This design comes from an exercise in tuning for small area on the open sky130 flow, not from production work.
Where RTL was checked, it was by simulation tests only, not by an equivalence proof against the original.
Function not checked in run 4: the RTL went through the layout flow alone.
No activity file was given, so power comes from the tool's default toggle rates.

--- flow/design.v ---
module trit_tx (
    input  wire        clk,
    input  wire        rst,           
    input  wire        tick,          
    input  wire        cmd_valid,
    output wire        cmd_ready,
    input  wire [2:0]  cmd_op,
    input  wire [4:0]  cmd_ntrits,    
    input  wire [23:0] cmd_trits,     
    input  wire [15:0] cmd_period,
    input  wire [7:0]  cmd_replog,
    input  wire [31:0] cmd_a,         
    input  wire [31:0] cmd_b,         
    input  wire [2:0]  cmd_pin,
    output reg         rsp_valid,
    output reg  [2:0]  rsp_status,
    output reg  [31:0] rsp_word,
    output reg         rsp_same,
    output reg  [7:0]  pin_out
);
    localparam [2:0] S_OK              = 3'd0;
    localparam [2:0] S_E_OP_RESERVED   = 3'd1;
    localparam [2:0] S_E_TRIT_COUNT    = 3'd2;
    localparam [2:0] S_E_PERIOD_RANGE  = 3'd3;
    localparam [2:0] S_E_REPEAT_RANGE  = 3'd4;
    localparam [2:0] S_E_PAYLOAD_RANGE = 3'd5;
    localparam [2:0] S_E_RESERVED_CODE = 3'd6;
    localparam [1:0] PH_IDLE  = 2'd0;
    localparam [1:0] PH_WRITE = 2'd1;
    localparam [1:0] PH_WAIT  = 2'd2;
    localparam [1:0] PH_FINAL = 2'd3;
    function has_reserved_code(input [19:0] pl);
        integer i;
        begin
            has_reserved_code = 1'b0;
            for (i = 0; i < 10; i = i + 1)
                if (pl[2*i +: 2] == 2'b01)
                    has_reserved_code = 1'b1;
        end
    endfunction
    wire count_ok   = (cmd_ntrits == 5'd12);
    wire period_ok  = (cmd_period[15:9] == 7'd0);
    wire replog_ok  = (cmd_replog[7:3] == 5'd0);
    wire pa_ok      = (cmd_a[31:20] == 12'd0);
    wire pb_ok      = (cmd_b[31:20] == 12'd0);
    wire a_code_ok  = !has_reserved_code(cmd_a[19:0]);
    wire b_code_ok  = !has_reserved_code(cmd_b[19:0]);
    reg [2:0] cmd_status;
    always @(*) begin
        cmd_status = S_OK;
        case (cmd_op)
            3'd0, 3'd4: begin
                if (!count_ok)       cmd_status = S_E_TRIT_COUNT;
                else if (!period_ok) cmd_status = S_E_PERIOD_RANGE;
                else if (!replog_ok) cmd_status = S_E_REPEAT_RANGE;
            end
            3'd1, 3'd2: cmd_status = S_OK;
            3'd3: begin
                if (!a_code_ok)      cmd_status = S_E_RESERVED_CODE;
            end
            3'd5: begin
                if (!period_ok)      cmd_status = S_E_PERIOD_RANGE;
                else if (!replog_ok) cmd_status = S_E_REPEAT_RANGE;
                else if (!pa_ok)     cmd_status = S_E_PAYLOAD_RANGE;
                else if (!pb_ok)     cmd_status = S_E_PAYLOAD_RANGE;
                else if (!a_code_ok) cmd_status = S_E_RESERVED_CODE;
                else if (!b_code_ok) cmd_status = S_E_RESERVED_CODE;
            end
            default:                 cmd_status = S_E_OP_RESERVED;
        endcase
    end
    wire ok      = (cmd_status == S_OK);
    wire is_send = (cmd_op == 3'd3) || (cmd_op == 3'd4) || (cmd_op == 3'd5);
    wire go      = is_send && ok;
    reg [1:0]  phase;
    reg        pair;          
    reg [6:0]  rep;           
    reg [3:0]  elem;          
    reg        seg;           
    reg [8:0]  wtk;           
    reg [4:0]  wper;          
    reg [2:0]  pin;
    reg [19:0] body_b;
    wire idle     = (phase == PH_IDLE);
    wire in_write = (phase == PH_WRITE);
    wire in_wait  = (phase == PH_WAIT);
    wire in_final = (phase == PH_FINAL);
    assign cmd_ready = idle;
    wire accept = cmd_valid && idle;
    wire sel_a_lo = idle && ok && cmd_op[0];
    wire sel_t_lo = idle && ok && !cmd_op[0] && !cmd_op[1];
    wire sel_a_hi = idle && ok && cmd_op[0] && !cmd_op[2];
    wire sel_p_hi = idle && ok && !cmd_op[1] && (cmd_op[2] || !cmd_op[0]);
    wire [31:0] word_d = {{12{sel_a_hi}} & cmd_a[31:20] | {12{sel_p_hi}} & {cmd_period[8:0], cmd_replog[2:0]},
                          {20{sel_a_lo}} & cmd_a[19:0]  | {20{sel_t_lo}} & cmd_trits[19:0]};
    wire [3:0]  x_val = go ? ((cmd_op == 3'd4) ? cmd_trits[23:20] : 4'd0)
                           : {cmd_status, (cmd_op == 3'd2) && (cmd_a[19:0] == cmd_b[19:0])};
    wire [3:0]  x_d   = idle ? x_val : 4'd0;
    wire [8:0]  per    = rsp_word[31:23];
    wire [2:0]  rlog   = rsp_word[22:20];
    wire [3:0]  xt     = {rsp_status, rsp_same};
    wire [23:0] body   = {xt, rsp_word[19:0]};
    wire [1:0]  code   = body[(24 - 2 * elem) +: 2];
    wire        sync   = (elem == 4'd0);
    reg [4:0] seg_km1;
    always @(*) begin
        if (sync)                seg_km1 = seg ? 5'd30 : 5'd0;
        else if (code == 2'b11)  seg_km1 = seg ? 5'd0  : 5'd4;
        else if (code == 2'b10)  seg_km1 = seg ? 5'd3  : 5'd1;
        else                     seg_km1 = seg ? 5'd4  : 5'd0;
    end
    wire [6:0] rmask     = ~(7'h7f << rlog);
    wire       last_rep  = ((rep | ~rmask) == 7'h7f);
    wire       last_elem = (elem == 4'd12);
    wire       last_tel  = !pair;
    wire       wdone     = (wtk == 9'd0);
    wire       reload    = (wtk == 9'd1) && (wper != 5'd0);
    wire       wait_end  = in_wait && wdone;
    wire       swap      = wait_end && seg && last_elem && last_rep && !last_tel;
    wire [19:0] lo_d  = word_d[19:0] | ({20{swap}} & body_b);
    always @(posedge clk) begin
        if (rst) begin
            phase     <= PH_IDLE;
            rsp_valid <= 1'b0;
            pin_out   <= 8'd0;
        end else begin
            rsp_valid <= in_final || (accept && !go);
            if (phase[0])
                pin_out[pin] <= ~seg;
            case (phase)
                PH_IDLE:  if (accept && go) phase <= PH_WRITE;
                PH_WRITE: phase <= PH_WAIT;
                PH_WAIT:  if (wdone)
                              phase <= (seg && last_elem && last_rep && last_tel) ? PH_FINAL : PH_WRITE;
                default:  phase <= PH_IDLE;
            endcase
        end
    end
    always @(posedge clk) begin
        if (idle || in_final) begin
            rsp_word[31:20] <= word_d[31:20];
            {rsp_status, rsp_same} <= x_d;
        end
        if (idle || in_final || swap)
            rsp_word[19:0] <= lo_d;
        if (idle) begin
            pin    <= cmd_pin;
            body_b <= cmd_b[19:0];
        end
        if (idle || swap)
            pair   <= idle && (cmd_op == 3'd5);
    end
    always @(posedge clk) begin
        if (idle) begin
            seg  <= 1'b0;
            elem <= 4'd0;
            rep  <= 7'd0;
        end else if (in_write) begin
            wtk  <= per;
            wper <= seg_km1;
        end else if (in_wait) begin
            if (wdone) begin
                if (!seg) begin
                    seg <= 1'b1;
                end else if (!last_elem) begin
                    seg  <= 1'b0;
                    elem <= elem + 4'd1;
                end else if (!last_rep) begin
                    seg  <= 1'b0;
                    elem <= 4'd0;
                    rep  <= rep + 7'd1;
                end else if (!last_tel) begin
                    seg  <= 1'b0;
                    elem <= 4'd0;
                    rep  <= 7'd0;
                end
            end else if (tick) begin
                if (reload) begin
                    wtk  <= per;
                    wper <= wper - 5'd1;
                end else begin
                    wtk  <= wtk - 9'd1;
                end
            end
        end
    end
endmodule
--- flow/flow/run.sh ---
#!/bin/bash
# Standard ORFS layout with these changes: synthesis maps with an area-oriented
# ABC script (flow/abc_area.script), the port buffers use the smallest buffer
# cell, and CTS uses its own buffer list and clustering with no dummy loads.
set -euo pipefail
here=$(pwd)
cp -r "$FLOW_HOME/scripts" "$here/scripts"
cp "$here/flow/abc_area.script" "$here/scripts/abc_area.script"
export BUFFER_PORTS_ARGS="-buffer_cell sky130_fd_sc_hd__buf_1"
export CTS_ARGS="-sink_clustering_enable -repair_clock_nets -dont_use_dummy_load -buf_list sky130_fd_sc_hd__clkbuf_8"
bash standard.sh SCRIPTS_DIR="$here/scripts" finish > flow.log 2>&1
--- flow/flow/abc_area.script ---
strash
dc2
&get -n
&dch -f
&nf -a -R 1000
&put
topo
--- flow/standard.sh ---
#!/bin/bash
# synth_recipe.tcl (not shown) runs the flow's synth.tcl, then flattens the netlist and writes it again
# the make line also repeats each setting of config.mk as NAME=value (left out here)
make -C /OpenROAD-flow-scripts/flow DESIGN_CONFIG=/design/flow/config.mk WORK_HOME=/design/flow/orfs CLKGATE_MAP_FILE= SYNTH_SCRIPT=/design/flow/synth_recipe.tcl "${@:-finish}"
--- flow/config.mk ---
export PLATFORM = sky130hd
export DESIGN_NAME = trit_tx
export DESIGN_NICKNAME = trit_tx
export VERILOG_FILES = /design/flow/design.v
export SDC_FILE = /design/flow/constraint.sdc
export NUM_CORES = 4
export LEC_CHECK = 0
export ABC_AREA = 1
export CAP_MARGIN = 20
export CORE_MARGIN = 2
export CORE_UTILIZATION = 40
export SLEW_MARGIN = 20
--- flow/constraint.sdc ---
create_clock -name core_clock -period 10.0 [get_ports {clk}]
set_input_delay 2.0000 -clock core_clock [delete_from_list [all_inputs] [get_ports {clk}]]
set_output_delay 2.0000 -clock core_clock [all_outputs]
set_load 0.01 [all_outputs]
==> flow_summary.json, run 1 <==
{
  "drt_iter0_drc": 333,
  "die_w_microns": 117,
  "fin_setup_tns_ps": 0,
  "final_cells": 847,
  "clk-insertion-delay-late_ps": 380,
  "ctsHtreeMaxLevel": 3,
  "synth-edff-count": 74,
  "ys_seq_area_frac": 0.527,
  "hp-class": "flop to flop",
  "fin_area_sq_um": 6120,
  "placed_cells": 838,
  "place_area_sq_um": 5990,
  "grt_pass1_vias": 4499,
  "ctsHoldBuffers": 0,
  "synth_fp_nets": 630,
  "min_period_over_period": 0.561,
  "yosys.area.top_type": "edfxtp_1",
  "clk_path_buf_depth": 2,
  "r2r_end": "rsp_word[0]",
  "tightest_slew_ps": 850,
  "whs_path_depth": 2,
  "area_growth_pct": 20.2,
  "num_rows": 41,
  "slowest_stage": "nor2_1",
  "synthFlopType": "edfxtp_1",
  "fmax_mhz": 178,
  "layout-drive-gt1-share": 0.0311,
  "grt_most_used_layer": "met2",
  "grt_max_degree": 32,
  "power.density_nw_per_um2": 203,
  "start_util": 0.406,
  "rrSetupSlack_ps": 6760,
  "finalSetupViolations": 0,
  "critical_path_required_ps": 10230,
  "post_cts_buffers": 0,
  "worstRegToRegCells": 7,
  "syn_avg_cell_area_sq_um": 10.4,
  "final-hold-violation-count": 0,
  "numPortBuffers": 172,
  "ys_types": 45,
  "cp-start-kind": "input port",
  "status": "finished clean",
  "cts_root_buf": "clkbuf_8",
  "dp_hpwl_mm": 11.5,
  "cpPeakStageDelay_ps": 860,
  "vias_per_cell": 5.51,
  "tritoncts.num_buffers": 9,
  "worstSetupPathType": "input port to flop",
  "vdd_drop_max_v": 0.0000938,
  "final_net_count": 818,
  "drtAntennaViolNets": 0,
  "rsz0062_at_grt": "no",
  "critPathTopFamily": "simple AND/OR/NAND/NOR gates",
  "finalClockSkew_ps": 29.2,
  "grt_pass1_wl_mm": 22.5,
  "async_reset_ff_frac": 0,
  "endpoint_kind": "flop",
  "ioPinCount": 173,
  "met2_usage": 0.361,
  "die_area_sq_um": 13600,
  "worst-endpoint-arrival_ps": 5840,
  "drc": 0,
  "yosys-top-cells-area": "edfxtp_1 44%, dfxtp_1 9.1%, nor2_1 4.0%",
  "hold_end": "pin_out[2]",
  "wl_per_cell_microns": 17.3,
  "ys_seq_elements": 97,
  "grt_overflow": 0,
  "synth_top_area_frac": 0.437,
  "fin_util": 0.489,
  "slew_headroom": 0.431,
  "cts_resized": 0,
  "power_w": 0.00124,
  "antenna_found_initial": 0,
  "drv_slew": 0,
  "grt_use_total": 0.218,
  "crit_fanout": 13,
  "cts_tree": "built",
  "critical_path.cell_chain": "buf_1, clkinv_1, a222oi_1, o221ai_1, nor4_1, o2111ai_1, o2111a_1, a311oi_1, nand4_1, nor2_1, a22oi_1, nand2_1",
  "path_buf_inv": 2,
  "syn_inst": 489,
  "worstHoldStart": "pin_out[2]",
  "grt_use_met3": 0.0337,
  "timing.rr.start": "phase[0]",
  "synth.cell_area_sq_um": 5090,
  "drtPass1Iterations": 5,
  "min_period_ps": 5610,
  "antenna_cells": 0,
  "gp_congestion": 0.862,
  "cts.sinks": 97,
  "met1_usage": 0.283,
  "fp.dieH_microns": 117,
  "clkTransAtPathRegs_ps": 80,
  "p_leak_nw": 2.02,
  "ys_warn_count": 1,
  "coreArea_sq_um": 12500,
  "maxCapViolCount": 0,
  "finalWirelength_mm": 14.7,
  "vias": 4666
}
## how the worst max path moves through the flow
stage | startpoint | end | cells after the start
3_5_place_dp | cmd_a[11] | rsp_word[19] | 12
6_report | cmd_a[11] | rsp_word[0] | 12
4_1_cts | cmd_a[11] | rsp_word[19] | 12
2_1_floorplan | cmd_a[11] | rsp_word[10] | 11
3_3_place_gp | cmd_a[11] | rsp_word[19] | 12
5_1_grt | cmd_a[11] | rsp_word[0] | 12
## synth_stat cells, types with 3 or more instances
cell type and n:
a311oi_1 3, dfxtp_1 23, a221oi_1 6, clkinv_1 37, nor2b_1 4, o22ai_1 11
edfxtp_1 74, a22o_1 13, a211oi_1 4, a221o_1 11, o21ai_0 14, nand4_1 9
nor3b_1 3, xor2_1 5, nand2_1 47, mux4_2 5, ha_1 14, nor3_1 31
a31oi_1 4, xnor2_1 15, nand3_1 9, and3_1 6, a21oi_1 28, a22oi_1 18
and2_0 4, nor4_1 13, nor2_1 54
## stage by stage
step | hold slack (ps) | setup slack (ps)
final | 484 | 4390
after floorplan | 443 | 4390
after detailed placement | 476 | 4100
after CTS | 487 | 4480
after global routing | 503 | 4120
after global placement | 468 | 4270
## worst min-delay path, delay by kind of cell (launching register included)
kind            cells  cell delay [ps]
flops               1              320
compound gates      2              120
## cells by family (layout without fill, tap and decap cells)
family,Yosys count,in the layout,synth area share
AOI/OAI and AO/OA,122,122,0.169
xor gates and xnor gates,20,20,0.0344
adders and majority gates,14,14,0.0344
buffers and inverters,37,223,0.0273
DFF,97,97,0.527
muxes,8,8,0.0283
and+or+nand+nor,191,191,0.179
## layout by cell type, fill, tap and decap left out, types with 6 or more instances in the layout
cell type,Yosys,layout
nand3_1,9,9
a221oi_1,6,6
o21ai_0,14,13
nor2_1,54,53
xnor2_1,15,15
edfxtp_1,74,74
and3_1,6,6
nor4_1,13,13
a21oi_1,28,28
a22o_1,13,13
o22ai_1,11,11
clkinv_1,37,37
buf_1,0,172
clkbuf_8,0,9
a22oi_1,18,18
nand4_1,9,9
dfxtp_1,23,23
nor3_1,31,30
nand2_1,47,47
a221o_1,11,11
ha_1,14,14
## area by class of cell
type	count	area, sq um
fill	1243	6400
tap	172	215
sequential	97	2680
inverter	37	139
multi-input combinational	355	2270
clock buffer	9	124
timing repair buffer	177	683
## state kept, by name, indices dropped and copies added (netlist names)
signal	count
elem	4
pin_out	8
rep	7
seg	1
body_b	20
rsp_word	32
pin	3
wper	5
phase	2
pair	1
rsp_valid	1
wtk	9
rsp_status	3
rsp_same	1
## where the power goes
group          switching (W)  total, W  internal, W
sequential         0.0000766  0.000669     0.000592
combinational       0.000248  0.000368     0.000121
clock               0.000124  0.000205    0.0000810
## layer usage
layer,routed length (microns),share of wire
met1,6310,0.43
met5,0,0
met2,7250,0.49
met4,326,0.022
met3,802,0.055
==> run 2: changes to the inputs <==
--- a/flow/flow/run.sh
+++ b/flow/flow/run.sh
@@ -7,5 +7,5 @@
 cp -r "$FLOW_HOME/scripts" "$here/scripts"
 cp "$here/flow/abc_area.script" "$here/scripts/abc_area.script"
 export BUFFER_PORTS_ARGS="-buffer_cell sky130_fd_sc_hd__buf_1"
-export CTS_ARGS="-sink_clustering_enable -repair_clock_nets -dont_use_dummy_load -buf_list sky130_fd_sc_hd__clkbuf_8"
+export CTS_ARGS="-sink_clustering_enable -repair_clock_nets -dont_use_dummy_load -buf_list sky130_fd_sc_hd__clkbuf_16 -sink_clustering_size 50 -sink_clustering_max_diameter 300"
 bash standard.sh SCRIPTS_DIR="$here/scripts" finish > flow.log 2>&1
==> flow_summary.json, run 2 <==
{
  "ys_top_cells_by_count": "74 x edfxtp_1, 54 x nor2_1, 47 x nand2_1",
  "synth-edff-count": 74,
  "muxShareOfSynthArea": 0.0283,
  "syn_inst": 489,
  "hp-class": "flop to flop",
  "ys_warn_count": 1,
  "intPower_w": 0.000872,
  "coreArea_sq_um": 12500,
  "final_cells": 847,
  "layout.cells.most_common": "buf_1",
  "synth_compound_area_frac": 0.169,
  "ctsHoldBuffers": 0,
  "largest_reg_flops": 32,
  "cts_tree": "built",
  "area_growth_pct": 22.2,
  "dp_hpwl_mm": 11.5,
  "synthXorXnorAreaFrac": 0.0344,
  "clk-insertion-delay-late_ps": 350,
  "fin_area_sq_um": 6220,
  "cts.sinks": 97,
  "ioPinCount": 173,
  "num_rows": 41,
  "wl_per_cell_microns": 17.3,
  "top_regs": "rsp_word x32, body_b x20, wtk x9",
  "synth_top_area_frac": 0.437,
  "synth.cell_area_sq_um": 5090,
  "gp_congestion": 0.862,
  "grt_pass1_wl_mm": 22.5,
  "crit_fanout": 13,
  "met3_length_microns": 865,
  "largest_register": "rsp_word",
  "dp_slack_ps": 4100,
  "p_switching_w": 0.000455,
  "tritoncts.num_buffers": 9,
  "final_cell_mix": "172 x buf_1, 74 x edfxtp_1, 53 x nor2_1",
  "fp.dieH_microns": 117,
  "p_leak_nw": 2.07,
  "grt_max_degree": 32,
  "drtPass1Iterations": 5,
  "m1WireLength_mm": 6.20,
  "switching_share": 0.343,
  "cts_root_buf": "clkbuf_16",
  "die_area_sq_um": 13600,
  "top_layer_used": "met4",
  "status": "finished clean",
  "place_area_sq_um": 5990,
  "clkTransAtPathRegs_ps": 60,
  "vias_per_cell": 5.53,
  "rsz0062_at_grt": "no",
  "worstSetupPathType": "input port to flop",
  "drc": 0,
  "yosys.cell_count.top_type": "edfxtp_1",
  "endpoint_kind": "flop",
  "synth_top_family_by_area": "simple AND/OR/NAND/NOR gates",
  "min_period_ps": 5600,
  "die_w_microns": 117,
  "grt_pass1_vias": 4462,
  "power.density_nw_per_um2": 213,
  "drv_slew": 0,
  "cts_resized": 0,
  "min_period_over_period": 0.560,
  "synth-simple-area-share": 0.179,
  "ys_types": 45,
  "vias": 4686,
  "finalSetupViolations": 0,
  "grt_overflow": 0,
  "synth_fp_nets": 630,
  "antenna_found_initial": 0,
  "clk_path_buf_depth": 2,
  "timing.final.ws_setup_ps": 4400,
  "ctsHtreeMaxLevel": 3,
  "start_util": 0.406,
  "finalWirelength_mm": 14.6,
  "drtAntennaViolNets": 0,
  "slew_headroom": 0.415,
  "fill_cells": 1235,
  "drt_iter0_drc": 334,
  "yosys-top-cells-area": "edfxtp_1 44%, dfxtp_1 9.1%, nor2_1 4.0%",
  "cp-start-kind": "input port",
  "post_cts_buffers": 0,
  "ys_seq_area_frac": 0.527,
  "grt_use_total": 0.218,
  "final_net_count": 818,
  "combPwrFrac": 0.277,
  "pwr-share-clk": 0.219,
  "wl_met2_mm": 7.25,
  "finalClockSkew_ps": 19.9,
  "critical_path_required_ps": 10210,
  "layout-drive-gt1-share": 0.0311,
  "tightest_slew_ps": 875,
  "async_reset_ff_frac": 0,
  "ys_seq_elements": 97,
  "antenna_cells": 0,
  "placed_cells": 838,
  "syn_avg_cell_area_sq_um": 10.4,
  "fmax_mhz": 179,
  "vdd_drop_max_v": 0.000102,
  "synthFlopType": "edfxtp_1",
  "fin_setup_tns_ps": 0,
  "numPortBuffers": 172,
  "final-hold-violation-count": 0,
  "power_frac_seq": 0.504,
  "synthAdderAreaFrac": 0.0344,
  "yosys.area.top_type": "edfxtp_1",
  "maxCapViolCount": 0,
  "worst-endpoint-arrival_ps": 5800
}
## run 2: logic make-up after synthesis
group           count (synthesis)
compound gates                122
flops                          97
simple gates                  191
mux                             8
fa+ha+maj                      14
buf+inv                        37
xor+xnor                       20
## run 2: critical path: stages
cell and delay [ps]:
buf_1 120, clkinv_1 90, a222oi_1 340, o221ai_1 170, nor4_1 380, o2111ai_1 250
o2111a_1 310, a311oi_1 420, nand4_1 550, nor2_1 850, a22oi_1 190, nand2_1 120
## run 2: through the flow
| step | utilization | total power (W) | hold WS, ps |
|---|---|---|---|
| 2_1_floorplan | - | 0.000877 | 443 |
| 5_1_grt | 0.497 | 0.00140 | 500 |
| 4_1_cts | 0.497 | 0.00134 | 484 |
| 3_5_place_dp | 0.479 | 0.00105 | 476 |
| 3_3_place_gp | 0.479 | 0.00104 | 468 |
| 6_report | 0.497 | 0.00133 | 481 |
## run 2: area by class of cell
cell class	instances	area [sq um]	area share
timing repair buffer	177	683	0.110
multi-input combinational	355	2270	0.365
clock buffer	9	225	0.0362
sequential	97	2680	0.431
tap	172	215	0.0346
inverter	37	139	0.0223
## run 2: power by group through the flow
stage	Clock, W	Sequential [W]	Combinational, W
2_1_floorplan	0	0.000682	0.000194
3_5_place_dp	0	0.000679	0.000367
6_report	0.000290	0.000669	0.000367
4_1_cts	0.000296	0.000671	0.000369
5_1_grt	0.000311	0.000683	0.000410
3_3_place_gp	0	0.000673	0.000363
## run 2: final timing paths
| path | depth (start not counted) | end | from | slack, ps |
|---|---|---|---|---|
| worst min-delay path | 2 | pin_out[2] | pin_out[2] | 480 |
| worst min register to register | 2 | pin_out[2] | pin_out[2] | 480 |
| worst max register to register | 7 | rsp_word[19] | phase[0] | 6810 |
| worst max-delay path | 12 | rsp_word[19] | cmd_a[11] | 4400 |
## run 2: layer usage
layer | track usage | vias up
li1 | - | 2260
met1 | 0.281 | 2213
met2 | 0.362 | 186
met3 | 0.0467 | 27
met4 | 0.0808 | 0
met5 | 0 | -
==> run 3: changes to the inputs <==
==> flow/flow/run.sh (replaced) <==
#!/bin/bash
# Standard ORFS layout with these changes: synthesis maps with an area-oriented
# ABC script (flow/abc_area.script) and without the adder cell map, the port
# buffers use the smallest buffer cell, and CTS inserts no dummy loads.
set -euo pipefail
here=$(pwd)
cp -r "$FLOW_HOME/scripts" "$here/scripts"
cp "$here/flow/abc_area.script" "$here/scripts/abc_area.script"
export BUFFER_PORTS_ARGS="-buffer_cell sky130_fd_sc_hd__buf_1"
export CTS_ARGS="-sink_clustering_enable -repair_clock_nets -dont_use_dummy_load -buf_list sky130_fd_sc_hd__clkbuf_8"
bash standard.sh SCRIPTS_DIR="$here/scripts" ADDER_MAP_FILE= finish > flow.log 2>&1
==> flow/flow/abc_area.script (replaced) <==
strash
&get -n
&deepsyn -T 60
&put
&get -n
&dch -f
&nf -a -R 1000
&put
mfs3 -a
topo
==> flow_summary.json, run 3 <==
{
  "grt_overflow": 0,
  "timing.final.ws_setup_ps": 5040,
  "power.density_nw_per_um2": 183,
  "clk_path_buf_depth": 2,
  "vias": 4496,
  "final-hold-violation-count": 0,
  "status": "finished clean",
  "grt_pass1_vias": 4389,
  "min_period_over_period": 0.496,
  "synth.cell_area_sq_um": 4720,
  "vias_per_cell": 5.71,
  "drtAntennaViolNets": 0,
  "synth-simple-area-share": 0.151,
  "min_period_ps": 4960,
  "drv_slew": 0,
  "worstSetupPathType": "input port to flop",
  "yosys-top-cells-area": "edfxtp_1 47%, dfxtp_1 9.8%, a222oi_1 4.7%",
  "finalWirelength_mm": 14.8,
  "muxShareOfSynthArea": 0,
  "synth-edff-count": 74,
  "numPortBuffers": 172,
  "ys_types": 42,
  "critical_path_required_ps": 10240,
  "cts_root_buf": "clkbuf_8",
  "drt_iter0_drc": 571,
  "hp-class": "flop to flop",
  "antenna_found_initial": 0,
  "ctsHoldBuffers": 0,
  "p_leak_nw": 1.87,
  "clkTransAtPathRegs_ps": 80,
  "yosys.cell_count.top_type": "edfxtp_1",
  "grt_max_degree": 31,
  "wl_per_cell_microns": 18.8,
  "ioPinCount": 173,
  "synthXorXnorAreaFrac": 0.0204,
  "layout-drive-gt1-share": 0.0279,
  "grt_pass1_wl_mm": 23.2,
  "drtPass1Iterations": 9,
  "rsz0062_at_grt": "no",
  "cts_resized": 0,
  "final_cell_mix": "172 x buf_1, 74 x edfxtp_1, 57 x clkinv_1",
  "clk-insertion-delay-late_ps": 380,
  "dp_hpwl_mm": 11.5,
  "maxCapViolCount": 0,
  "worst-endpoint-arrival_ps": 5200,
  "crit_fanout": 20,
  "grt_use_total": 0.235,
  "slew_headroom": 0.395,
  "antenna_cells": 0,
  "cts.sinks": 97,
  "final_net_count": 774,
  "start_util": 0.411,
  "async_reset_ff_frac": 0,
  "drc": 0,
  "die_w_microns": 113,
  "ys_top_cells_by_count": "74 x edfxtp_1, 57 x clkinv_1, 46 x nor2_1",
  "syn_inst": 457,
  "ys_warn_count": 1,
  "largest_reg_flops": 32,
  "gp_congestion": 0.915,
  "layout.cells.most_common": "buf_1",
  "path_buf_inv": 3,
  "top_regs": "rsp_word x32, body_b x20, wtk x9",
  "tritoncts.num_buffers": 9,
  "fin_setup_tns_ps": 0,
  "synth_compound_area_frac": 0.215,
  "cts_tree": "built",
  "synth_fp_nets": 584,
  "die_area_sq_um": 12700,
  "cpPeakStageDelay_ps": 490,
  "vdd_drop_max_v": 0.000113,
  "cp-start-kind": "input port",
  "largest_register": "rsp_word",
  "dp_slack_ps": 4700,
  "num_rows": 39,
  "ctsHtreeMaxLevel": 3,
  "finalClockSkew_ps": 20.9,
  "fp.dieH_microns": 113,
  "tightest_slew_ps": 906,
  "finalSetupViolations": 0,
  "slowest_stage": "a2111oi_0",
  "endpoint_kind": "flop",
  "yosys.area.top_type": "edfxtp_1",
  "ys_seq_elements": 97,
  "rrSetupSlack_ps": 5780,
  "ys_seq_area_frac": 0.569,
  "critical_path.cell_chain": "buf_1, nand2b_1, o2111ai_1, nor4_1, nand3_1, a2111oi_0, o31ai_1, a31oi_1, nand4_1, nor2b_2, buf_4, a222oi_1, clkinv_1",
  "fill_cells": 1083,
  "synth_top_area_frac": 0.471,
  "synthAdderAreaFrac": 0,
  "fmax_mhz": 202,
  "post_cts_buffers": 0,
  "synth_top_family_by_area": "compound AO/OA/AOI/OAI gates",
  "area_growth_pct": 21.4,
  "critPathTopFamily": "simple AND/OR/NAND/NOR gates",
  "synthFlopType": "edfxtp_1",
  "syn_avg_cell_area_sq_um": 10.3,
  "coreArea_sq_um": 11500
}
==> run 3: changes by cell type in the layout (fill, tap and decap cells not counted), moves of 9 or more <==
cell | previous run | this run
a222oi_1 | 1 | 22
clkinv_1 | 37 | 57
a22oi_1 | 18 | 4
ha_1 | 14 | 0
a221o_1 | 11 | 0
nor3_1 | 30 | 19
o21ai_0 | 13 | 24
xnor2_1 | 15 | 5
clkbuf_16 | 9 | 0
clkbuf_8 | 0 | 9
nand2_1 | 47 | 38
==> run 3: power breakdown <==
part / switching (W) / internal [W]
clock: 0.000127 / 0.0000810
combinational: 0.000162 / 0.0000753
sequential: 0.0000618 / 0.000542
==> run 3: kinds of logic after synthesis <==
family,count (synthesis)
simple gates,152
xor+xnor,11
buf+inv,57
flops,97
compound gates,140
==> run 3: cell type report <==
| type | instances | area (sq um) | share of cell area |
|---|---|---|---|
| flip-flops and latches | 97 | 2680 | 0.468 |
| well taps | 143 | 179 | 0.0312 |
| repair buffers | 179 | 698 | 0.122 |
| multi-input cells | 303 | 1830 | 0.320 |
| inverters | 57 | 214 | 0.0373 |
| clock buffers | 9 | 124 | 0.0216 |
==> run 3: final timing paths <==
| path | from | end | depth (start not counted) |
|---|---|---|---|
| worst max-delay path | cmd_a[15] | rsp_word[11] | 13 |
| worst min-delay path | rep[6] | rep[6] | 2 |
| worst min register to register | rep[6] | rep[6] | 2 |
| worst max register to register | wtk[1] | rsp_word[6] | 12 |
==> run 3: per-layer routing <==
layer | wire length [microns] | track usage | up-vias
met5 | 0 | 0 | -
met4 | 205 | 0.0789 | 0
met3 | 870 | 0.0324 | 16
met2 | 7150 | 0.374 | 178
met1 | 6590 | 0.333 | 2148
li1 | - | - | 2154
==> run 3: worst min-delay path, delay by kind of cell (launching register included) <==
family           cells  cell delay [ps]
flip-flops           1              340
AND/OR/NAND/NOR      2              120
==> run 3: stage by stage <==
step           instances  total power, W  hold WS (ps)  area [sq um]  utilization
2_1_floorplan        457        0.000717           435          4720            -
4_1_cts              788         0.00105           489          5730        0.500
3_5_place_dp         779        0.000850           468          5610        0.489
5_1_grt              788         0.00110           525          5730        0.500
3_3_place_gp         779        0.000845           451          5610        0.489
6_report             788         0.00105           491          5730        0.500
==> run 4: changes to the inputs <==
--- a/flow/design.v
+++ b/flow/design.v
@@ -118,6 +118,8 @@
     wire       wait_end  = in_wait && wdone;
     wire       swap      = wait_end && seg && last_elem && last_rep && !last_tel;
     wire [19:0] lo_d  = word_d[19:0] | ({20{swap}} & body_b);
+    wire        hold    = !idle && !in_final;
+    wire        hold_lo = hold && !swap;
     always @(posedge clk) begin
         if (rst) begin
             phase     <= PH_IDLE;
@@ -137,12 +139,9 @@
         end
     end
     always @(posedge clk) begin
-        if (idle || in_final) begin
-            rsp_word[31:20] <= word_d[31:20];
-            {rsp_status, rsp_same} <= x_d;
-        end
-        if (idle || in_final || swap)
-            rsp_word[19:0] <= lo_d;
+        rsp_word[31:20] <= word_d[31:20] | ({12{hold}} & rsp_word[31:20]);
+        {rsp_status, rsp_same} <= x_d | ({4{hold}} & {rsp_status, rsp_same});
+        rsp_word[19:0] <= lo_d | ({20{hold_lo}} & rsp_word[19:0]);
         if (idle) begin
             pin    <= cmd_pin;
             body_b <= cmd_b[19:0];
@@ -150,38 +149,23 @@
         if (idle || swap)
             pair   <= idle && (cmd_op == 3'd5);
     end
+    wire       tk       = in_wait && !wdone && tick;
+    wire       ld_tk    = in_write || (tk && reload);
+    wire       dec_tk   = tk && !reload;
+    wire       hold_tk  = !ld_tk && !dec_tk;
+    wire       ld_per   = in_write;
+    wire       dec_per  = tk && reload;
+    wire       hold_per = !ld_per && !dec_per;
+    wire       seg_end  = wait_end && seg;         
+    wire       adv_elem = seg_end && !last_elem;
+    wire       adv_rep  = seg_end && last_elem && !last_rep;
+    wire       hold_ctr = !idle && !seg_end;       
+    wire       fin_go   = seg_end && last_elem && last_rep && last_tel;
     always @(posedge clk) begin
-        if (idle) begin
-            seg  <= 1'b0;
-            elem <= 4'd0;
-            rep  <= 7'd0;
-        end else if (in_write) begin
-            wtk  <= per;
-            wper <= seg_km1;
-        end else if (in_wait) begin
-            if (wdone) begin
-                if (!seg) begin
-                    seg <= 1'b1;
-                end else if (!last_elem) begin
-                    seg  <= 1'b0;
-                    elem <= elem + 4'd1;
-                end else if (!last_rep) begin
-                    seg  <= 1'b0;
-                    elem <= 4'd0;
-                    rep  <= rep + 7'd1;
-                end else if (!last_tel) begin
-                    seg  <= 1'b0;
-                    elem <= 4'd0;
-                    rep  <= 7'd0;
-                end
-            end else if (tick) begin
-                if (reload) begin
-                    wtk  <= per;
-                    wper <= wper - 5'd1;
-                end else begin
-                    wtk  <= wtk - 9'd1;
-                end
-            end
-        end
+        wtk  <= ({9{ld_tk}} & per) | ({9{dec_tk}} & (wtk - 9'd1)) | ({9{hold_tk}} & wtk);
+        wper <= ({5{ld_per}} & seg_km1) | ({5{dec_per}} & (wper - 5'd1)) | ({5{hold_per}} & wper);
+        seg  <= (wait_end && !seg) || (seg && !idle && (!wait_end || fin_go));
+        elem <= ({4{adv_elem}} & (elem + 4'd1)) | ({4{hold_ctr}} & elem);
+        rep  <= ({7{adv_rep}} & (rep + 7'd1)) | ({7{hold_ctr || adv_elem}} & rep);
     end
 endmodule
==> flow_summary.json, run 4 <==
{
  "status": "finished clean",
  "worstSetupPathType": "input port to flop",
  "muxShareOfSynthArea": 0.00678,
  "grt_use_total": 0.251,
  "critPathTopFamily": "simple AND/OR/NAND/NOR gates",
  "grt_pass1_wl_mm": 22.8,
  "timing.rr.start": "wtk[4]",
  "tightest_slew_ps": 1010,
  "ys_types": 47,
  "min_period_over_period": 0.490,
  "fmax_mhz": 204,
  "synth.cell_area_sq_um": 4430,
  "yosys-top-cells-area": "dfxtp_1 33%, edfxtp_1 16%, nand2_1 7.4%",
  "synth_compound_area_frac": 0.244,
  "switching_share": 0.351,
  "crit_fanout": 20,
  "path_depth": 13,
  "grt_max_degree": 28,
  "critical_path.cell_chain": "buf_1, or4_1, nor4_1, a311oi_1, a21oi_1, nor2_1, nor3_1, nand2_1, nand2b_1, nor2b_2, buf_4, a222oi_1, nand2_1",
  "cts_tree": "built",
  "fin_setup_tns_ps": 0,
  "p_leak_nw": 1.95,
  "intPower_w": 0.000663,
  "hp-class": "flop to flop",
  "clkTransAtPathRegs_ps": 80,
  "synth_top_family_by_area": "compound AO/OA/AOI/OAI gates",
  "die_area_sq_um": 11900,
  "maxCapViolCount": 0,
  "grt_pass1_vias": 4627,
  "largest_reg_flops": 32,
  "fin_util": 0.500,
  "final-hold-violation-count": 0,
  "syn_avg_cell_area_sq_um": 8.83,
  "cp-endpoint": "rsp_word[16]",
  "slowest_stage": "or4_1",
  "pwr-share-clk": 0.201,
  "wl_per_cell_microns": 17.7,
  "ys_top_cells_by_count": "87 x nand2_1, 73 x dfxtp_1, 39 x nor2_1",
  "synth_top_area_frac": 0.330,
  "power_frac_seq": 0.541,
  "ys_seq_elements": 97,
  "layout.cells.most_common": "buf_1",
  "final_cell_mix": "172 x buf_1, 87 x nand2_1, 73 x dfxtp_1",
  "antenna_cells": 0,
  "drc": 0,
  "slew_headroom": 0.328,
  "finalWirelength_mm": 14.7,
  "layout-drive-gt1-share": 0.0247,
  "clk_path_buf_depth": 2,
  "rrSetupSlack_ps": 6340,
  "critical_path_required_ps": 10320,
  "p_switching_w": 0.000358,
  "vdd_drop_max_v": 0.000107,
  "holdWs_ps": 463,
  "drt_iter0_drc": 479,
  "endpoint_kind": "flop",
  "antenna_found_initial": 0,
  "synthAdderAreaFrac": 0,
  "numPortBuffers": 172,
  "coreArea_sq_um": 10800,
  "synthXorXnorAreaFrac": 0.00791,
  "tritoncts.num_buffers": 9,
  "largest_register": "rsp_word",
  "min_period_ps": 4900,
  "area_growth_pct": 22.4,
  "cpPeakStageDelay_ps": 580,
  "cp-start-kind": "input port",
  "combPwrFrac": 0.258,
  "post_cts_buffers": 0,
  "final_net_count": 817,
  "drtAntennaViolNets": 0,
  "gp_congestion": 0.926,
  "dp_hpwl_mm": 11.1,
  "num_rows": 38,
  "synth_fp_nets": 629,
  "ctsHoldBuffers": 0,
  "drv_slew": 0,
  "crit_path_start": "cmd_a[24]",
  "yosys.area.top_type": "dfxtp_1",
  "worst-endpoint-arrival_ps": 5220,
  "power_w": 0.00102,
  "cts.sinks": 97,
  "die_w_microns": 109,
  "path_buf_inv": 2,
  "ioPinCount": 173,
  "r2r_end": "rsp_word[16]",
  "synthFlopType": "dfxtp_1",
  "async_reset_ff_frac": 0,
  "ys_seq_area_frac": 0.493,
  "cts_resized": 0,
  "finalSetupViolations": 0,
  "start_util": 0.409,
  "synth-simple-area-share": 0.218,
  "top_regs": "rsp_word x32, body_b x20, wtk x9",
  "cts_root_buf": "clkbuf_8",
  "grt_overflow": 0,
  "vias": 4729,
  "yosys.cell_count.top_type": "nand2_1",
  "fp.dieH_microns": 109,
  "worstRegToRegCells": 10,
  "finalClockSkew_ps": 17.1,
  "rsz0062_at_grt": "no",
  "power.density_nw_per_um2": 188,
  "vias_per_cell": 5.71,
  "clk-insertion-delay-late_ps": 380,
  "crit_path_frequent_cell": "nand2_1",
  "synth-edff-count": 24,
  "ys_warn_count": 1,
  "drtPass1Iterations": 8,
  "ctsHtreeMaxLevel": 3,
  "syn_inst": 502
}
run 4: logic make-up (layout without fill, tap and decap cells):
kind of cell / after synthesis / count (layout)
buffers and inverters: 36 / 222
xor gates and xnor gates: 4 / 4
DFF: 97 / 97
AOI/OAI and AO/OA: 155 / 155
muxes: 3 / 3
and+or+nand+nor: 207 / 207
run 4: worst reg2reg max path: stages, from the launching register on:
cell and delay [ps]:
dfxtp_1 340, nor4_1 440, nand2_1 130, nor3_1 540
nand2_1 280, nor2_2 830, or2_0 300, a21oi_1 70
buf_4 230, a222oi_1 290, nand2_1 100
run 4: area by class of cell:
type / instances / area [sq um]
clock buffer: 9 / 124
fill: 1074 / 5420
inverter: 36 / 135
multi-input combinational: 369 / 2120
sequential: 97 / 2180
tap: 140 / 175
timing repair buffer: 177 / 683
run 4: worst min-delay path by stage:
stage            from      to  slack (ps)  depth (start not counted)
2_1_floorplan  rep[6]  rep[6]         430                          2
3_3_place_gp   rep[4]  rep[4]         450                          2
3_5_place_dp   rep[6]  rep[6]         450                          2
4_1_cts        rep[6]  rep[6]         460                          2
5_1_grt        rep[6]  rep[6]         500                          2
6_report       rep[6]  rep[6]         460                          2
run 4: power by group through the flow:
stage                     clock, W  sequential, W  combinational (W)
after floorplan                  0       0.000553           0.000140
after global placement           0       0.000558           0.000259
after detailed placement         0       0.000560           0.000263
after CTS                 0.000212       0.000551           0.000264
after global routing      0.000227       0.000561           0.000294
final                     0.000206       0.000552           0.000264
run 4: metrics by stage:
step	instance area [sq um]	instances	worst slack, ps
floorplan	4430	502	4580
global placement	5300	819	4870
detailed placement	5300	819	4760
CTS	5420	828	5150
global route	5420	828	4820
finish	5420	828	5100
run 4: layer usage:
metal | GRT usage | vias to the layer above | share of wire
li1 | - | 2287 | -
met1 | 0.318 | 2223 | 0.42
met2 | 0.413 | 191 | 0.48
met3 | 0.0669 | 28 | 0.072
met4 | 0.0877 | 0 | 0.025
met5 | 0 | - | 0
==> run 5: changes to the inputs <==
--- a/flow/design.v
+++ b/flow/design.v
@@ -80,7 +80,7 @@
     reg [8:0]  wtk;           
     reg [4:0]  wper;          
     reg [2:0]  pin;
-    reg [19:0] body_b;
+    reg [15:0] body_b;        
     wire idle     = (phase == PH_IDLE);
     wire in_write = (phase == PH_WRITE);
     wire in_wait  = (phase == PH_WAIT);
@@ -93,13 +93,14 @@
     wire sel_p_hi = idle && ok && !cmd_op[1] && (cmd_op[2] || !cmd_op[0]);
     wire [31:0] word_d = {{12{sel_a_hi}} & cmd_a[31:20] | {12{sel_p_hi}} & {cmd_period[8:0], cmd_replog[2:0]},
                           {20{sel_a_lo}} & cmd_a[19:0]  | {20{sel_t_lo}} & cmd_trits[19:0]};
-    wire [3:0]  x_val = go ? ((cmd_op == 3'd4) ? cmd_trits[23:20] : 4'd0)
+    wire [3:0]  x_val = go ? ((cmd_op == 3'd4) ? cmd_trits[23:20] :
+                              (cmd_op == 3'd5) ? cmd_b[19:16] : 4'd0)
                            : {cmd_status, (cmd_op == 3'd2) && (cmd_a[19:0] == cmd_b[19:0])};
     wire [3:0]  x_d   = idle ? x_val : 4'd0;
     wire [8:0]  per    = rsp_word[31:23];
     wire [2:0]  rlog   = rsp_word[22:20];
     wire [3:0]  xt     = {rsp_status, rsp_same};
-    wire [23:0] body   = {xt, rsp_word[19:0]};
+    wire [23:0] body   = {pair ? 4'd0 : xt, rsp_word[19:0]};
     wire [1:0]  code   = body[(24 - 2 * elem) +: 2];
     wire        sync   = (elem == 4'd0);
     reg [4:0] seg_km1;
@@ -117,7 +118,7 @@
     wire       reload    = (wtk == 9'd1) && (wper != 5'd0);
     wire       wait_end  = in_wait && wdone;
     wire       swap      = wait_end && seg && last_elem && last_rep && !last_tel;
-    wire [19:0] lo_d  = word_d[19:0] | ({20{swap}} & body_b);
+    wire [19:0] lo_d  = word_d[19:0] | ({20{swap}} & {xt, body_b});
     wire        hold    = !idle && !in_final;
     wire        hold_lo = hold && !swap;
     always @(posedge clk) begin
@@ -140,11 +141,11 @@
     end
     always @(posedge clk) begin
         rsp_word[31:20] <= word_d[31:20] | ({12{hold}} & rsp_word[31:20]);
-        {rsp_status, rsp_same} <= x_d | ({4{hold}} & {rsp_status, rsp_same});
+        {rsp_status, rsp_same} <= x_d | ({4{hold_lo}} & {rsp_status, rsp_same});
         rsp_word[19:0] <= lo_d | ({20{hold_lo}} & rsp_word[19:0]);
         if (idle) begin
             pin    <= cmd_pin;
-            body_b <= cmd_b[19:0];
+            body_b <= cmd_b[15:0];
         end
         if (idle || swap)
             pair   <= idle && (cmd_op == 3'd5);
==> flow_summary.json, run 5 <==
{
  "status": "finished clean",
  "hp-class": "flop to flop",
  "cts.sinks": 93,
  "final_cell_mix": "172 x buf_1, 102 x nand2_1, 73 x dfxtp_1",
  "maxCapViolCount": 0,
  "ys_seq_elements": 93,
  "min_period_over_period": 0.500,
  "met1_usage": 0.333,
  "ys_top_cells_by_count": "102 x nand2_1, 73 x dfxtp_1, 40 x o21ai_0",
  "grt_pass1_wl_mm": 22.6,
  "cts_resized": 0,
  "drv_slew": 0,
  "critPathTopFamily": "simple AND/OR/NAND/NOR gates",
  "synth_fp_nets": 628,
  "drtPass1Iterations": 8,
  "grt_max_degree": 26,
  "die_area_sq_um": 11700,
  "post_cts_buffers": 0,
  "synthAdderAreaFrac": 0,
  "layout-drive-gt1-share": 0.0233,
  "slew_headroom": 0.383,
  "ctsHtreeMaxLevel": 3,
  "num_rows": 37,
  "endpoint_kind": "flop",
  "yosys.cell_count.top_type": "nand2_1",
  "critical_path_required_ps": 10300,
  "finalClockSkew_ps": 14.4,
  "worst-endpoint-arrival_ps": 5290,
  "die_w_microns": 108,
  "synthXorXnorAreaFrac": 0.0142,
  "slowest_stage": "or4_1",
  "vias_per_cell": 5.76,
  "crit_fanout": 21,
  "antenna_cells": 0,
  "top_regs": "rsp_word x32, body_b x16, wtk x9",
  "grt_most_used_layer": "met2",
  "drt_iter0_drc": 383,
  "start_util": 0.416,
  "grt_use_met3": 0.0500,
  "layout.cells.most_common": "buf_1",
  "yosys.area.top_type": "dfxtp_1",
  "synth.cell_area_sq_um": 4330,
  "synth-simple-area-share": 0.220,
  "dp_hpwl_mm": 11.4,
  "fill_cells": 1082,
  "grt_use_total": 0.249,
  "finalSetupViolations": 0,
  "final_net_count": 815,
  "finalWirelength_mm": 14.5,
  "numPortBuffers": 172,
  "area_growth_pct": 22.6,
  "muxShareOfSynthArea": 0.00694,
  "ctsHoldBuffers": 0,
  "tritoncts.num_buffers": 9,
  "vdd_drop_max_v": 0.0000603,
  "fp.dieH_microns": 108,
  "power.density_nw_per_um2": 156,
  "syn_avg_cell_area_sq_um": 8.64,
  "ioPinCount": 173,
  "tightest_slew_ps": 923,
  "yosys-top-cells-area": "dfxtp_1 34%, edfxtp_1 14%, nand2_1 8.8%",
  "ys_seq_area_frac": 0.476,
  "cp-start-kind": "input port",
  "final-hold-violation-count": 0,
  "syn_inst": 501,
  "fmax_mhz": 200,
  "p_leak_nw": 1.92,
  "coreArea_sq_um": 10400,
  "ys_warn_count": 1,
  "critical_path.cell_chain": "buf_1, or4_1, nor4_1, o21ai_0, a22oi_1, nand3b_1, or3_1, nor2b_2, buf_4, and2_0, a221o_1",
  "fin_setup_tns_ps": 0,
  "synth_compound_area_frac": 0.255,
  "synth-edff-count": 20,
  "gp_congestion": 0.917,
  "grt_overflow": 0,
  "drtAntennaViolNets": 0,
  "clkTransAtPathRegs_ps": 80,
  "largest_reg_flops": 32,
  "async_reset_ff_frac": 0,
  "synthFlopType": "dfxtp_1",
  "min_period_ps": 5000,
  "fin_util": 0.510,
  "cts_root_buf": "clkbuf_8",
  "path_buf_inv": 2,
  "drc": 0,
  "antenna_found_initial": 0,
  "rsz0062_at_grt": "no",
  "vias": 4737,
  "synth_top_area_frac": 0.338,
  "cts_tree": "built",
  "largest_register": "rsp_word",
  "worstSetupPathType": "input port to flop",
  "synth_top_family_by_area": "compound AO/OA/AOI/OAI gates",
  "ys_types": 47,
  "clk_path_buf_depth": 2,
  "met2_usage": 0.397,
  "cpPeakStageDelay_ps": 500,
  "clk-insertion-delay-late_ps": 360,
  "power_w": 0.000828,
  "wl_per_cell_microns": 17.7,
  "grt_pass1_vias": 4565
}
run 5: metal layers:
| metal | vias up | wire length (microns) |
|---|---|---|
| li1 | 2277 | - |
| met1 | 2214 | 6340 |
| met2 | 220 | 6650 |
| met3 | 26 | 1220 |
| met4 | 0 | 304 |
| met5 | - | 0 |
run 5: final timing paths:
kind,start,cells past startpoint,slack (ps),endpoint
max,cmd_period[10],11,5000,rsp_status[0]
min,wper[4],2,440,wper[4]
max reg2reg,wtk[5],10,6550,rsp_word[1]
min reg2reg,wper[4],2,440,wper[4]
run 5: report_power, final:
group,internal [W],switching (W),total (W)
logic,0.0000631,0.0000915,0.000155
clock network,0.0000810,0.000122,0.000203
registers,0.000431,0.0000398,0.000471
run 5: cells by family after synthesis:
kind of cell,after synthesis
simple gates,209
compound gates,157
flops,93
buf+inv,32
xor+xnor,7
mux,3
run 5: layout make-up:
class	instances	area, sq um	area share
multi-input cells	376	2160	0.406
well taps	136	170	0.0321
repair buffers	176	676	0.127
flip-flops and latches	93	2060	0.388
clock buffers	9	124	0.0233
inverters	32	120	0.0226
run 5: worst register-to-register path: cells and delay by family (launching register included):
| family | cells | cell delay, ps |
|---|---|---|
| AOI/OAI and AO/OA | 2 | 500 |
| buffers and inverters | 1 | 270 |
| DFF | 1 | 340 |
| and+or+nand+nor | 7 | 2230 |
run 5: metrics by stage:
step	cell area, sq um	cells	hold slack [ps]	worst slack [ps]
4_1_cts	5310	822	445	5050
5_1_grt	5310	822	461	4680
6_report	5310	822	444	5000
2_1_floorplan	4330	501	417	4790
3_3_place_gp	5180	813	434	4790
3_5_place_dp	5180	813	432	4640
==> run 6: changes to the inputs <==
--- a/flow/config.mk
+++ b/flow/config.mk
@@ -9,4 +9,5 @@
 export CAP_MARGIN = 20
 export CORE_MARGIN = 2
 export CORE_UTILIZATION = 40
+export GPL_TIMING_DRIVEN = 0
 export SLEW_MARGIN = 20
==> flow_summary.json, run 6 <==
{
  "final_cell_mix": "172 x buf_1, 102 x nand2_1, 73 x dfxtp_1",
  "cts_resized": 0,
  "finalWirelength_mm": 14.0,
  "p_switching_w": 0.000255,
  "clkTransAtPathRegs_ps": 90,
  "top_regs": "rsp_word x32, body_b x16, wtk x9",
  "drt_iter0_drc": 455,
  "syn_avg_cell_area_sq_um": 8.64,
  "ctsHoldBuffers": 0,
  "gp_congestion": 0.902,
  "fmax_mhz": 208,
  "largest_register": "rsp_word",
  "final_net_count": 815,
  "synth_top_family_by_area": "compound AO/OA/AOI/OAI gates",
  "vias": 4663,
  "combPwrFrac": 0.190,
  "power_frac_seq": 0.564,
  "tritoncts.num_buffers": 9,
  "yosys.cell_count.top_type": "nand2_1",
  "synth_fp_nets": 628,
  "synthAdderAreaFrac": 0,
  "numPortBuffers": 172,
  "holdWs_ps": 451,
  "muxShareOfSynthArea": 0.00694,
  "ctsHtreeMaxLevel": 3,
  "syn_inst": 501,
  "antenna_cells": 0,
  "start_util": 0.416,
  "switching_share": 0.306,
  "min_period_over_period": 0.480,
  "p_leak_nw": 1.94,
  "yosys-top-cells-area": "dfxtp_1 34%, edfxtp_1 14%, nand2_1 8.8%",
  "synth_compound_area_frac": 0.255,
  "vias_per_cell": 5.67,
  "grt_pass1_wl_mm": 22.1,
  "synth-simple-area-share": 0.220,
  "ys_warn_count": 1,
  "min_period_ps": 4800,
  "fin_util": 0.515,
  "layout-drive-gt1-share": 0.0248,
  "placed_cells": 813,
  "final_cells": 822,
  "fin_setup_tns_ps": 0,
  "drv_slew": 0,
  "finalSetupViolations": 0,
  "cts.sinks": 93,
  "critical_path_required_ps": 10320,
  "die_w_microns": 108,
  "synthXorXnorAreaFrac": 0.0142,
  "worstSetupPathType": "input port to flop",
  "coreArea_sq_um": 10400,
  "intPower_w": 0.000578,
  "synth-edff-count": 20,
  "maxCapViolCount": 0,
  "drtAntennaViolNets": 0,
  "pwr-share-clk": 0.245,
  "ys_top_cells_by_count": "102 x nand2_1, 73 x dfxtp_1, 40 x o21ai_0",
  "slew_headroom": 0.376,
  "vdd_drop_max_v": 0.0000580,
  "area_growth_pct": 24.0,
  "rsz0062_at_grt": "no",
  "ys_seq_elements": 93,
  "antenna_found_initial": 0,
  "largest_reg_flops": 32,
  "post_cts_buffers": 0,
  "layout.cells.most_common": "buf_1",
  "endpoint_kind": "flop",
  "drc": 0,
  "clk_path_buf_depth": 2,
  "tightest_slew_ps": 936,
  "ioPinCount": 173,
  "hp-class": "flop to flop",
  "fp.dieH_microns": 108,
  "synth.cell_area_sq_um": 4330,
  "power.density_nw_per_um2": 155,
  "num_rows": 37,
  "ys_seq_area_frac": 0.476,
  "dp_hpwl_mm": 11.0,
  "grt_overflow": 0,
  "async_reset_ff_frac": 0,
  "cp-start-kind": "input port",
  "finalClockSkew_ps": 19.2,
  "yosys.area.top_type": "dfxtp_1",
  "status": "finished clean",
  "synth_top_area_frac": 0.338,
  "ys_types": 47,
  "crit_fanout": 13,
  "grt_pass1_vias": 4422,
  "clk-insertion-delay-late_ps": 380,
  "final-hold-violation-count": 0,
  "grt_use_total": 0.245,
  "cts_root_buf": "clkbuf_8",
  "rrSetupSlack_ps": 6370,
  "wl_per_cell_microns": 17.1,
  "grt_max_degree": 23,
  "cts_tree": "built",
  "worst-endpoint-arrival_ps": 5130,
  "drtPass1Iterations": 8,
  "die_area_sq_um": 11700,
  "synthFlopType": "dfxtp_1"
}
## run 6: power groups by stage
| stage | logic, W | clock network, W | registers [W] |
|---|---|---|---|
| after detailed placement | 0.000157 | 0 | 0.000478 |
| after global routing | 0.000177 | 0.000223 | 0.000477 |
| after global placement | 0.000148 | 0 | 0.000477 |
| after floorplan | 0.0000848 | 0 | 0.000472 |
| final | 0.000159 | 0.000205 | 0.000470 |
| after CTS | 0.000158 | 0.000208 | 0.000470 |
## run 6: path summary, 6_finish.rpt
| check | start | endpoint | cells past startpoint |
|---|---|---|---|
| worst max-delay path | cmd_a[1] | rsp_word[2] | 13 |
| worst min-delay path | wper[4] | wper[4] | 2 |
| worst max register to register | wtk[5] | rsp_status[2] | 11 |
| worst min register to register | wper[4] | wper[4] | 2 |
## run 6: cell families (layout without fill, tap and decap cells)
logic type | after synthesis | after routing
AO/OA/AOI/OAI | 157 | 157
XOR/XNOR | 7 | 7
buffers and inverters | 32 | 217
flip-flops | 93 | 93
multiplexers | 3 | 3
AND/OR/NAND/NOR | 209 | 209
## run 6: cell type report
type / count / area (sq um)
Multi-Input combinational cell: 376 / 2170
Tap cell: 136 / 170
Timing Repair Buffer: 176 / 719
Sequential cell: 93 / 2060
Fill cell: 1054 / 5050
Inverter: 32 / 120
Clock buffer: 9 / 124
## run 6: stage by stage
step / total power, W / setup slack, ps / instance area (sq um)
2_1_floorplan: 0.000557 / 4790 / 4330
3_3_place_gp: 0.000625 / 3570 / 5140
3_5_place_dp: 0.000636 / 4830 / 5240
4_1_cts: 0.000836 / 5220 / 5370
5_1_grt: 0.000877 / 4880 / 5370
6_report: 0.000834 / 5200 / 5370
## run 6: per-layer routing
layer | vias to the layer above | global-route usage | routed length, microns
met5 | - | 0 | 0
met4 | 0 | 0.0833 | 286
met3 | 29 | 0.0410 | 1090
met2 | 218 | 0.402 | 6580
met1 | 2138 | 0.327 | 6080
li1 | 2278 | - | -
## run 6: critical path: stages
cell and delay, ps:
buf_1 220, clkinv_1 100, a222oi_1 320, and3_1 250, o2111ai_1 200, nand4_1 140
a311oi_1 110, nand3b_1 250, or3_1 430, nor3_2 500, buf_4 320, a222oi_1 150
nand2_1 130
==> run 7: changes to the inputs <==
--- a/flow/flow/run.sh
+++ b/flow/flow/run.sh
@@ -2,6 +2,7 @@
 # Standard ORFS layout with these changes: synthesis maps with an area-oriented
 # ABC script (flow/abc_area.script) and without the adder cell map, the port
 # buffers use the smallest buffer cell, and CTS inserts no dummy loads.
+# The make output goes to flow.log; each step's own log is under orfs/logs/.
 set -euo pipefail
 here=$(pwd)
 cp -r "$FLOW_HOME/scripts" "$here/scripts"
--- a/flow/config.mk
+++ b/flow/config.mk
@@ -9,5 +9,4 @@
 export CAP_MARGIN = 20
 export CORE_MARGIN = 2
 export CORE_UTILIZATION = 40
-export GPL_TIMING_DRIVEN = 0
 export SLEW_MARGIN = 20
==> flow_summary.json, run 7 <==
{
  "largest_register": "rsp_word",
  "fp.dieH_microns": 108,
  "status": "finished clean",
  "fin_area_sq_um": 5310,
  "slowest_stage": "or4_1",
  "path_buf_inv": 2,
  "cts_tree": "built",
  "area_growth_pct": 22.6,
  "drv_slew": 0,
  "min_period_over_period": 0.500,
  "finalSetupViolations": 0,
  "synth-edff-count": 20,
  "critical_path.cell_chain": "buf_1, or4_1, nor4_1, o21ai_0, a22oi_1, nand3b_1, or3_1, nor2b_2, buf_4, and2_0, a221o_1",
  "syn_avg_cell_area_sq_um": 8.64,
  "p_leak_nw": 1.92,
  "yosys.area.top_type": "dfxtp_1",
  "ioPinCount": 173,
  "grt_use_total": 0.249,
  "place_area_sq_um": 5180,
  "tritoncts.num_buffers": 9,
  "endpoint_kind": "flop",
  "die_area_sq_um": 11700,
  "cts.sinks": 93,
  "layout-drive-gt1-share": 0.0233,
  "worstSetupPathType": "input port to flop",
  "drt_iter0_drc": 383,
  "async_reset_ff_frac": 0,
  "dp_hpwl_mm": 11.4,
  "gp_congestion": 0.917,
  "ys_top_cells_by_count": "102 x nand2_1, 73 x dfxtp_1, 40 x o21ai_0",
  "slew_headroom": 0.383,
  "largest_reg_flops": 32,
  "grt_pass1_vias": 4565,
  "wl_per_cell_microns": 17.7,
  "grt_max_degree": 26,
  "vias": 4737,
  "die_w_microns": 108,
  "antenna_found_initial": 0,
  "fin_setup_tns_ps": 0,
  "power.density_nw_per_um2": 156,
  "antenna_cells": 0,
  "drc": 0,
  "final_cell_mix": "172 x buf_1, 102 x nand2_1, 73 x dfxtp_1",
  "ys_warn_count": 1,
  "drtPass1Iterations": 8,
  "maxCapViolCount": 0,
  "start_util": 0.416,
  "ys_seq_elements": 93,
  "finalWirelength_mm": 14.5,
  "vias_per_cell": 5.76,
  "coreArea_sq_um": 10400,
  "rsz0062_at_grt": "no",
  "numPortBuffers": 172,
  "vdd_drop_max_v": 0.0000603,
  "ctsHoldBuffers": 0,
  "synth_fp_nets": 628,
  "clk-insertion-delay-late_ps": 360,
  "finalClockSkew_ps": 14.4,
  "cpPeakStageDelay_ps": 500,
  "hp-class": "flop to flop",
  "yosys.cell_count.top_type": "nand2_1",
  "grt_pass1_wl_mm": 22.6,
  "syn_inst": 501,
  "rrSetupSlack_ps": 6550,
  "grt_overflow": 0,
  "critPathTopFamily": "simple AND/OR/NAND/NOR gates",
  "tightest_slew_ps": 923,
  "num_rows": 37,
  "crit_fanout": 21,
  "layout.cells.most_common": "buf_1",
  "min_period_ps": 5000,
  "post_cts_buffers": 0,
  "yosys-top-cells-area": "dfxtp_1 34%, edfxtp_1 14%, nand2_1 8.8%",
  "cp-start-kind": "input port",
  "clk_path_buf_depth": 2,
  "cts_root_buf": "clkbuf_8",
  "clkTransAtPathRegs_ps": 80,
  "top_regs": "rsp_word x32, body_b x16, wtk x9",
  "final-hold-violation-count": 0,
  "synthFlopType": "dfxtp_1",
  "ys_types": 47,
  "worst-endpoint-arrival_ps": 5290,
  "cts_resized": 0,
  "critical_path_required_ps": 10300,
  "synth.cell_area_sq_um": 4330,
  "ctsHtreeMaxLevel": 3,
  "final_net_count": 815,
  "drtAntennaViolNets": 0,
  "synth_top_area_frac": 0.338,
  "fmax_mhz": 200,
  "fin_util": 0.510,
  "ys_seq_area_frac": 0.476
}
-- run 7: cell counts after synthesis --
No cell type changed its count.
-- run 7: metal layers --
layer,vias to the layer above,routed length (microns),global-route usage,share of wire
met3,26,1220,0.0500,0.084
met5,-,0,0,0
met1,2214,6340,0.333,0.44
li1,2277,-,-,-
met2,220,6650,0.397,0.46
met4,0,304,0.0989,0.021
-- run 7: worst min-delay path, cell delays in order (launching register included) --
cell	delay (ps)
dfxtp_1	310
nand2_1	50
nand2_1	40
-- run 7: worst paths after layout --
check	start	end	cells after the start
worst max-delay path	cmd_period[10]	rsp_status[0]	11
worst min register to register	wper[4]	wper[4]	2
worst max register to register	wtk[5]	rsp_word[1]	10
worst min-delay path	wper[4]	wper[4]	2
-- run 7: cell families after synthesis --
group / count (synthesis) / share of synthesized area
xor gates and xnor gates: 7 / 0.0142
DFF: 93 / 0.476
AOI/OAI and AO/OA: 157 / 0.255
muxes: 3 / 0.00694
and+or+nand+nor: 209 / 0.220
buffers and inverters: 32 / 0.0277
-- run 7: stage by stage --
step                      total power [W]  setup slack (ps)  hold slack [ps]  instances
after floorplan                  0.000557              4790              417        501
after global placement           0.000629              4790              434        813
after detailed placement         0.000632              4640              432        813
after CTS                        0.000830              5050              445        822
after global routing             0.000873              4680              461        822
final                            0.000828              5000              444        822
-- run 7: cell type report --
class | count | area, sq um
clock buffers | 9 | 124
fillers | 1082 | 5110
inverters | 32 | 120
multi-input cells | 376 | 2160
flip-flops and latches | 93 | 2060
well taps | 136 | 170
repair buffers | 176 | 676
-- run 7: power breakdown --
group / leakage, nW / total (W) / switching, W / internal, W
Combinational: 1.04 / 0.000155 / 0.0000915 / 0.0000631
Sequential: 0.807 / 0.000471 / 0.0000398 / 0.000431
Clock: 0.0647 / 0.000203 / 0.000122 / 0.0000810
==> run 8: changes to the inputs <==
--- a/flow/config.mk
+++ b/flow/config.mk
@@ -8,5 +8,5 @@
 export ABC_AREA = 1
 export CAP_MARGIN = 20
 export CORE_MARGIN = 2
-export CORE_UTILIZATION = 40
+export CORE_UTILIZATION = 55
 export SLEW_MARGIN = 20
==> flow_summary.json, run 8 <==
{
  "r2r_end": "rsp_word[1]",
  "cpPeakStageDelay_ps": 500,
  "antenna_cells": 0,
  "drtAntennaViolNets": 0,
  "fin_area_sq_um": 5270,
  "critical_path_required_ps": 10270,
  "clk_path_buf_depth": 2,
  "multiInputGateArea_sq_um": 2160,
  "async_reset_ff_frac": 0,
  "fill_cells": 686,
  "grt_overflow": 0,
  "critical_path.cell_chain": "buf_1, or4_1, nor4_1, o21ai_0, a22oi_1, nand3b_1, or3_1, nor2b_2, buf_4, and2_0, a221o_1",
  "worst-endpoint-arrival_ps": 5180,
  "worstHoldStart": "wper[4]",
  "start_util": 0.563,
  "ys_seq_elements": 93,
  "drtPass1Iterations": 8,
  "layout.cells.most_common": "buf_1",
  "top_regs": "rsp_word x32, body_b x16, wtk x9",
  "worstSetupPathType": "input port to flop",
  "crit_path_start": "cmd_period[10]",
  "maxCapViolCount": 0,
  "layout-drive-gt1-share": 0.0233,
  "synth_fp_nets": 628,
  "rsz0062_at_grt": "no",
  "synth.cell_area_sq_um": 4330,
  "drv_slew": 0,
  "rrSetupSlack_ps": 6550,
  "ys_top_cells_by_count": "102 x nand2_1, 73 x dfxtp_1, 40 x o21ai_0",
  "ff_latch_area_sq_um": 2060,
  "tritoncts.num_buffers": 9,
  "crit_fanout": 21,
  "min_period_ps": 4900,
  "drt_iter0_drc": 460,
  "final_cell_mix": "172 x buf_1, 102 x nand2_1, 73 x dfxtp_1",
  "cts_resized": 0,
  "die_area_sq_um": 8600,
  "grt_use_total": 0.315,
  "syn_avg_cell_area_sq_um": 8.64,
  "min_period_over_period": 0.490,
  "whs_path_depth": 2,
  "clk-insertion-delay-late_ps": 360,
  "fmax_mhz": 204,
  "synthFlopType": "dfxtp_1",
  "critPathTopFamily": "simple AND/OR/NAND/NOR gates",
  "finalWirelength_mm": 13.5,
  "vias_per_cell": 6.13,
  "hold_end": "wper[4]",
  "yosys.cell_count.top_type": "nand2_1",
  "cts_tree": "built",
  "synth-edff-count": 20,
  "worstRegToRegCells": 10,
  "vdd_drop_max_v": 0.0000973,
  "dp_hpwl_mm": 10.5,
  "num_rows": 32,
  "status": "finished clean",
  "endpoint_kind": "flop",
  "timing.rr.start": "wtk[5]",
  "post_cts_buffers": 0,
  "largest_reg_flops": 32,
  "fp.dieH_microns": 92.7,
  "cts.sinks": 93,
  "path_buf_inv": 2,
  "fin_setup_tns_ps": 0,
  "power.density_nw_per_um2": 156,
  "slew_headroom": 0.406,
  "ctsHoldBuffers": 0,
  "finalClockSkew_ps": 32.6,
  "yosys-top-cells-area": "dfxtp_1 34%, edfxtp_1 14%, nand2_1 8.8%",
  "slowest_stage": "or4_1",
  "largest_register": "rsp_word",
  "final-hold-violation-count": 0,
  "antenna_found_initial": 0,
  "coreArea_sq_um": 7690,
  "synth_top_area_frac": 0.338,
  "die_w_microns": 92.7,
  "grt_pass1_wl_mm": 21.2,
  "p_leak_nw": 1.92,
  "vias": 4828,
  "ctsHtreeMaxLevel": 3,
  "drc": 0,
  "cts_root_buf": "clkbuf_8",
  "syn_inst": 501,
  "tightest_slew_ps": 891,
  "wl_per_cell_microns": 17.2,
  "final_net_count": 815,
  "area_growth_pct": 21.6,
  "numPortBuffers": 172,
  "clkTransAtPathRegs_ps": 60,
  "yosys.area.top_type": "dfxtp_1",
  "grt_pass1_vias": 4309,
  "grt_max_degree": 27,
  "ys_warn_count": 1,
  "ys_types": 47,
  "holdWs_ps": 450,
  "hp-class": "flop to flop",
  "ioPinCount": 173,
  "gp_congestion": 0.986,
  "cp-start-kind": "input port",
  "finalSetupViolations": 0,
  "ys_seq_area_frac": 0.476,
  "place_area_sq_um": 5140
}
-- run 8: routing by layer --
metal,share of wire,track usage
met5,0,0
met4,0.014,0.0748
met3,0.10,0.0773
met2,0.49,0.537
met1,0.39,0.403
-- run 8: worst max-delay path by stage --
| stage | endpoint | slack, ps | cells after the start |
|---|---|---|---|
| finish | rsp_status[1] | 5100 | 11 |
| global placement | rsp_status[2] | 4890 | 11 |
| detailed placement | rsp_status[1] | 4790 | 11 |
| CTS | rsp_status[1] | 5120 | 11 |
| floorplan | rsp_same | 4790 | 9 |
| global route | rsp_status[1] | 4800 | 11 |
-- run 8: cells by family (layout without fill, tap and decap cells) --
kind of cell,count (synthesis),in the layout,synth area share
DFF,93,93,0.476
muxes,3,3,0.00694
xor gates and xnor gates,7,7,0.0142
buffers and inverters,32,217,0.0277
and+or+nand+nor,209,209,0.220
AOI/OAI and AO/OA,157,157,0.255
-- run 8: where the power goes --
part           total (W)  switching, W  internal (W)
sequential      0.000470     0.0000384      0.000431
combinational   0.000155     0.0000916     0.0000631
clock           0.000196      0.000115     0.0000810
total           0.000820      0.000245      0.000575
-- run 8: cell type report --
cell class / count / share of cell area
clock buffer: 9 / 0.0235
inverter: 32 / 0.0228
multi-input combinational: 376 / 0.410
sequential: 93 / 0.392
tap: 102 / 0.0242
timing repair buffer: 176 / 0.128
-- run 8: worst reg2reg max path, cell delays in order, from the launching register on --
cell and delay (ps):
dfxtp_1 330, nor4_1 360, nand3_1 150, or2_0 340, nor2_1 160, and2_0 360, and3_1 820, a21oi_1 80
buf_4 270, a222oi_1 390, nand2_1 90
-- run 8: metrics by stage --
stage	setup slack (ps)	total power, W	utilization	cells
final	5100	0.000820	0.685	788
after global routing	4800	0.000862	0.685	788
after CTS	5120	0.000821	0.685	788
after detailed placement	4790	0.000629	0.669	779
after global placement	4890	0.000624	0.669	779
after floorplan	4790	0.000557	-	501

-- separate check: timing with driven ports --
No port has a modelled driver above. Below, the same layouts with a new extraction and two added sets of constraints.
Step 1 assumes that a clkbuf_16 drives the clock port and a buf_2 every other input.
Step 2 times the ports against the registers' clock, not the clock port: input delays grow and output delays shrink by t, the midpoint of the rising clock arrivals with the driver on.
Three values: ideal ports, drivers, drivers and shift; two values: the first two.
run	t, ns	setup slack, ns
run 1	0.395	4.395 / 4.397 / 4.002
run 2	0.377	4.402 / 4.411 / 4.034
run 3	0.405	5.042 / 5.056 / 4.650
run 4	0.407	5.103 / 5.117 / 4.710
run 5	0.391	5.002 / 5.008 / 4.618
run 6	0.403	5.196 / 5.205 / 4.801
run 7	0.391	5.002 / 5.008 / 4.618
run 8	0.374	5.096 / 5.087 / 4.712
After both steps setup and hold are still met in every run listed.
